What follows belongs to an exercise in optimizing a design on an open flow for small area, a short achievable clock period and few clock cycles; a production flow would make more cautious choices. Function was checked by simulation only, so behaviour that the tests miss may differ from the original. Power is estimated from default activity; no workload was simulated.

run 1:
## dai_line_decoder
module dai_line_decoder (
    input  wire        clk,
    input  wire        rst,
    input  wire        in_valid,
    output wire        in_ready,
    input  wire [7:0]  in_data,
    input  wire        in_last,
    output wire        px_valid,
    input  wire        px_ready,
    output wire [31:0] px_data,
    output wire        st_valid,
    input  wire        st_ready,
    output wire [8:0]  st_rows,
    output wire        st_brk,
    output wire [1:0]  st_fault,
    output wire [15:0] st_creg,
    output wire [3:0]  st_prevbg,
    output wire [15:0] st_unknown,
    output wire [15:0] st_text,
    output wire [15:0] st_unread
);
For scale: about 900 flip-flops, about 130 I/O pins, about 32000 sq um of cells after synthesis.
export LEC_CHECK = 0
export CAP_MARGIN = 20
export CORE_MARGIN = 2
export CORE_UTILIZATION = 65
export CTS_CLUSTER_DIAMETER = 70
export CTS_CLUSTER_SIZE = 30
export PLACE_DENSITY = 0.72
export SETUP_SLACK_MARGIN = 4.9
export SLEW_MARGIN = 20
create_clock -name core_clock -period 7.5 [get_ports {clk}]
standard.sh (not shown) runs the stock make flow with config.mk's settings and CLKGATE_MAP_FILE= SYNTH_SCRIPT=/design/flow/synth_recipe.tcl, a recipe that flattens the netlist after the stock synthesis.
==> flow/flow/run.sh <==
#!/bin/bash
# Own layout flow: the standard flow, with ORFS's delay cells kept out of
# everything after synthesis (so port buffers and repairs use plain buffers).
# Each tool's output goes to a log file of its own in the work folder.
set -euo pipefail

# 1. the standard synthesis, unchanged
bash standard.sh synth > synth.log 2>&1

# 2. the rest of the standard flow, with the delay cells marked don't-use
cat >> config.mk <<'MK'
export DONT_USE_CELLS += sky130_fd_sc_hd__clkdlybuf4s15_1 sky130_fd_sc_hd__clkdlybuf4s15_2 sky130_fd_sc_hd__clkdlybuf4s18_1 sky130_fd_sc_hd__clkdlybuf4s18_2 sky130_fd_sc_hd__clkdlybuf4s25_1 sky130_fd_sc_hd__clkdlybuf4s25_2 sky130_fd_sc_hd__clkdlybuf4s50_1 sky130_fd_sc_hd__clkdlybuf4s50_2 sky130_fd_sc_hd__dlygate4sd1_1 sky130_fd_sc_hd__dlygate4sd2_1 sky130_fd_sc_hd__dlygate4sd3_1 sky130_fd_sc_hd__dlymetal6s2s_1 sky130_fd_sc_hd__dlymetal6s4s_1 sky130_fd_sc_hd__dlymetal6s6s_1
MK
bash standard.sh > layout.log 2>&1
Testbench counts of run 1, summed over its fixed seeds: cycles 490,151.
Here is what was changed in the inputs of run 2 compared with run 1.
--- a/flow/config.mk
+++ b/flow/config.mk
@@ -14 +14 @@
-export SETUP_SLACK_MARGIN = 4.9
+export SETUP_SLACK_MARGIN = 5
## What came out
- NOTE: clock-cell share of area in run 2 falls short of that of run 1
- Number of setup buffers added after CTS, run 2 and run 1, lower one = run 1.
- From run 1 to run 2 the numbers moved as follows: fmax saw a decrease, static leakage saw an increase, time the final worst path needs with I/O delays and setup saw an increase, power saw an increase.
- Relative to run 1, final cell count without fillers increased by 125 in run 2.
Setup changes, run 2 to run 3
--- a/flow/config.mk
+++ b/flow/config.mk
@@ -14 +14 @@
-export SETUP_SLACK_MARGIN = 5
+export SETUP_SLACK_MARGIN = 4.6
Notes after the runs:
Run 3 | stages: all done | timing, DRC, antenna: all pass
Run 3: clock power is about 3% lower than what run 2 reported.
Comparing run 2 against run 3, there is no change at all in summed negative setup slack over all endpoints.
Min cell depth of the worst flop-to-flop path across run 3 and run 2: run 3
Input changes introduced in run 4 (baseline for comparison: run 3):
--- a/flow/config.mk
+++ b/flow/config.mk
@@ -14 +14 @@
-export SETUP_SLACK_MARGIN = 4.6
+export SETUP_SLACK_MARGIN = 4.7
[summary]
- Looking at the reports, run 4 completed the entire flow and the layout it produced met the timing, DRC and antenna checks.
- Run comparison: run 4 endpoint of the worst setup timing path ring[382]$_DFFE_PP_; run 3 endpoint of the worst setup timing path ring[545]$_DFFE_PP_
- Summary of run 4 over run 3: routed wire length now sits higher, via count now sits higher, fraction of power consumed by the clock network now sits at about the same level, signed area change from the synthesized netlist to the final layout now sits higher, core utilization of the finished layout now sits higher.
- Reported for run 4 and run 3, synthesized net count turned out identical to the last digit.
- Final setup skew: run 4 vs run 3 up 0.010 ns

* * *

## the reference run
Starting RTL as in the previous note.
==> flow/design.v (excerpt) <==
module dai_line_decoder (
    input  wire        clk,
    input  wire        rst,
    input  wire        in_valid,
    output wire        in_ready,
    input  wire [7:0]  in_data,
    input  wire        in_last,
    output wire        px_valid,
    input  wire        px_ready,
    output wire [31:0] px_data,
    output wire        st_valid,
    input  wire        st_ready,
    output wire [8:0]  st_rows,
    output wire        st_brk,
    output wire [1:0]  st_fault,
    output wire [15:0] st_creg,
    output wire [3:0]  st_prevbg,
    output wire [15:0] st_unknown,
    output wire [15:0] st_text,
    output wire [15:0] st_unread
);
    localparam [8:0] ROW_CAP = 9'd260;
    localparam [8:0] BRK_AT  = 9'd212;
    localparam [1:0] F_NONE  = 2'd0;
    localparam [1:0] F_SHORT = 2'd1;    
    localparam [1:0] F_WIDTH = 2'd2;    
    localparam [2:0] S_CTRL  = 3'd0;
    localparam [2:0] S_COL   = 3'd1;
    localparam [2:0] S_PAY   = 3'd2;
    localparam [2:0] S_DRAIN = 3'd3;
    localparam [2:0] S_STAT  = 3'd4;
    localparam [2:0] S_CLR   = 3'd5;
    reg        f0_v, f1_v;
    reg [8:0]  f0, f1;           
    wire       pop;
    wire       push = in_valid && !f1_v;
    assign in_ready = !f1_v;
    always @(posedge clk) begin
        if (rst) begin
            f0_v <= 1'b0;
            f1_v <= 1'b0;
        end else if (pop) begin
            if (f1_v) begin
                f0   <= f1;
                f1_v <= 1'b0;
            end else begin
                f0   <= {in_last, in_data};
                f0_v <= push;
            end
        end else if (!f0_v) begin
            f0   <= {in_last, in_data};
            f0_v <= push;
        end else if (push) begin
            f1   <= {in_last, in_data};
            f1_v <= 1'b1;
        end
    end
    wire       h_v  = f0_v;
    wire [7:0] h    = f0[7:0];
  ...
export LEC_CHECK = 0
export CAP_MARGIN = 20
export CORE_MARGIN = 2
export CORE_UTILIZATION = 65
export CTS_CLUSTER_DIAMETER = 70
export CTS_CLUSTER_SIZE = 30
export PLACE_DENSITY = 0.72
export SETUP_SLACK_MARGIN = 4.8
export SLEW_MARGIN = 20
create_clock -name core_clock -period 7.5 [get_ports {clk}]
Scripts as last shown in full above: flow/flow/run.sh
Testbench counts of the reference run, summed over its fixed seeds: cycles 490,151.
Input changes introduced in the trial run (baseline for comparison: the reference run):
-- flow/config.mk --
<<< the reference run, line 8
export CAP_MARGIN = 20
export CORE_MARGIN = 2
export CORE_UTILIZATION = 65
export CTS_CLUSTER_DIAMETER = 70
export CTS_CLUSTER_SIZE = 30
export PLACE_DENSITY = 0.72
export SETUP_SLACK_MARGIN = 4.8
export SLEW_MARGIN = 20
>>> the trial run, line 8
export CAP_MARGIN = 20
export CORE_MARGIN = 2
export CORE_UTILIZATION = 70
export CTS_CLUSTER_DIAMETER = 70
export CTS_CLUSTER_SIZE = 30
export PLACE_DENSITY = 0.76
export SETUP_SLACK_MARGIN = 4.8
export SLEW_MARGIN = 20
Results
For the trial run, the startpoint of the most critical setup path was ring[700], unlike the reference run, where it was creg[1][2].
Looking at number of clock buffer instances in the layout, the trial run sits below the reference run.
met3 track utilization from global routing on the trial run is up relative to the reference run.
Delta (the trial run minus the reference run): number of setup buffers added after CTS rose by 13%; total design power fell by about 0.8%.

* * *

build 50:
dai_line_decoder, a different RTL version from the one above (not shown whole).
For scale: about 2100 cells after synthesis, ~130 I/O pins, about 34000 sq um of cells after synthesis.
Settings: LEC_CHECK=0, ABC_CLOCK_PERIOD_IN_PS=3000, CAP_MARGIN=20, CORE_MARGIN=2, CORE_UTILIZATION=50, PLACE_DENSITY=0.6, SETUP_SLACK_MARGIN=4.6, SLEW_MARGIN=20; clock period 7.5 ns.
run.sh (not shown) runs the stock make flow with config.mk's settings and CLKGATE_MAP_FILE= SYNTH_SCRIPT=/design/flow/synth_recipe.tcl, a recipe that flattens the netlist after the stock synthesis.
Stock flow here: none of the scripts above is used.
Testbench counts of build 50, summed over its fixed seeds: cycles 490,095.
Modified inputs, build 49 compared to build 50
- swapping 0.6 for 0.5 in PLACE_DENSITY
- clearing SETUP_SLACK_MARGIN, which used to be 4.6
- clearing ABC_CLOCK_PERIOD_IN_PS, which used to be 3000
- swapping 50 for 30 in CORE_UTILIZATION
==> run summary <==
Global-route usage: build 49 and build 50 compared, lower one is build 49
The lower number of logic stages on the critical path including buffering of build 49 and build 50 is in build 50.
Placement-stage cell area is higher on build 49
Going from build 50 to build 49, met2 capacity usage during global routing shrinks by 11 points.
Cmp build 49 and build 50 / sequential power / lower: build 50
In build 49, the wire length of the first global-routing pass came out 2.8% above the value in build 50.
Post-cts gate resize count down 421 in build 49 wrt build 50
## Diff of input files: build 26 against build 49
- an added SETUP_SLACK_MARGIN of 4.6
- a change of PLACE_DENSITY from 0.5 to 0.6
- a change of CORE_UTILIZATION from 30 to 50
## What came out
- Build 26 did not stop at any stage, and its layout met the timing, DRC and antenna checks.
- Static leakage (build 26 / build 49): 1.14
- When build 26 is measured against build 49, its sequential cell fraction of total power turns out 4.2 points lower.
- Setup fix buffers added after clock tree synthesis: build 26 vs build 49 up 103
- Build 26 vs build 49: met3 routed wirelength up by a few percent
- When the final numbers for build 49 and build 26 were put side by side, the overall power consumption turned out to be smaller in build 49.
- When build 26 is set beside build 49, its top fanout value on the critical path turns out to be 3 smaller.
- Worst slack on hold paths, build 49 and build 26, lower one = build 49.

* * *

== build 51 ==
dai_line_decoder, a different RTL version from the one above (not shown whole).
For scale: about 2000 cells after synthesis, ~910 flip-flops, ~130 I/O pins, ~0.034 mm2 of cells after synthesis.
clock: 7.5 ns
lec_check: 0
cap_margin: 20
core_margin: 2
core_utilization: 50
cts_cluster_diameter: 70
cts_cluster_size: 30
place_density: 0.6
setup_slack_margin: 4.75
slew_margin: 20
Both conditions hold for build 51: the flow ran to the end and the final layout passed the timing, DRC and antenna checks.
Testbench counts of build 51, summed over its fixed seeds: cycles 490,151.
For build 35, these inputs were changed with respect to build 51:
- SETUP_SLACK_MARGIN now 4.6, was 4.75
- CTS_CLUSTER_SIZE no longer set, was 30
- CTS_CLUSTER_DIAMETER no longer set, was 70
[summary]
- Across build 35 and build 51, the outcome is the same: a clean finish for every run.
- Build 35 vs. build 51: final period utilization barely changed, met1 track demand over resource in global routing lost 0.33 points.
- Build 35 ended up with reg -> reg as its kind of critical path; build 51 ended up with reg -> out.
- Hold slack ends up higher on build 51.
- Number of multi-input logic gates in build 35 is 0.30% lower than in build 51
Modified inputs, build 65 compared to build 35
- CTS_CLUSTER_SIZE newly set to 30
- CTS_CLUSTER_DIAMETER newly set to 70
Results
Build 65 reached the final stage; the timing, DRC and antenna checks on its layout passed. Compared build 65 against build 35; sequential logic power within noise. When build 65 is measured against build 35, its hold slack turns out 0.0065 ns higher. Comparing build 35 and build 65, the lower required time of the worst setup path is on build 65. Final area in build 65 vs build 35: down about 3.3%.

what the ideal ports hide:
Ports are ideal in the flow. The routed layouts listed here were re-timed in OpenROAD. Step 1, drivers: a clkbuf_16 drives clk and a buf_2 each remaining input, both assumed. Step 2, shift: input delay + t, output delay - t, t = (earliest + latest rising clock arrival at the registers) / 2. This alone moves slack from input paths to output paths. Three values: ideal, step 1, step 2; two values: the first two.
run | t (ns) | slack for setup (ns) | hold WS [ns] | slew at the worst register clock pin (ns)
run 1 | 0.673 | 4.765 / 4.704 / 4.165 | 0.414 / 0.414 / 0.414 | 0.12 / 0.12
run 2 | 0.672 | 4.755 / 4.696 / 4.198 | 0.418 / 0.418 / 0.418 | 0.12 / 0.12
run 3 | 0.665 | 4.566 / 4.566 / 3.946 | 0.414 / 0.414 / 0.414 | 0.11 / 0.11
run 4 | 0.671 | 4.704 / 4.691 / 4.073 | 0.415 / 0.415 / 0.415 | 0.12 / 0.12
the reference run | 0.672 | 4.764 / 4.703 / 4.178 | 0.417 / 0.417 / 0.417 | 0.11 / 0.11
the trial run | 0.649 | 4.787 / 4.743 / 4.182 | 0.415 / 0.415 / 0.415 | 0.12 / 0.12
build 50 | 0.699 | 3.315 / 3.315 / 3.315 | 0.407 / 0.407 / 0.407 | 0.07 / 0.07
build 49 | 0.714 | 2.274 / 2.274 / 1.946 | 0.403 / 0.403 / 0.403 | 0.07 / 0.07
build 26 | 0.699 | 3.315 / 3.315 / 3.315 | 0.407 / 0.407 / 0.407 | 0.07 / 0.07
build 51 | 0.681 | 4.645 / 4.581 / 4.068 | 0.409 / 0.409 / 0.409 | 0.11 / 0.11
build 35 | 0.700 | 4.635 / 4.582 / 4.045 | 0.401 / 0.401 / 0.401 | 0.07 / 0.07
build 65 | 0.685 | 4.616 / 4.569 / 3.993 | 0.408 / 0.408 / 0.408 | 0.11 / 0.11
After both steps setup and hold are still met in every run listed. For run 4, which loses most, drivers alone change the setup slack by -0.013 ns; drivers and shift together by -0.631 ns.
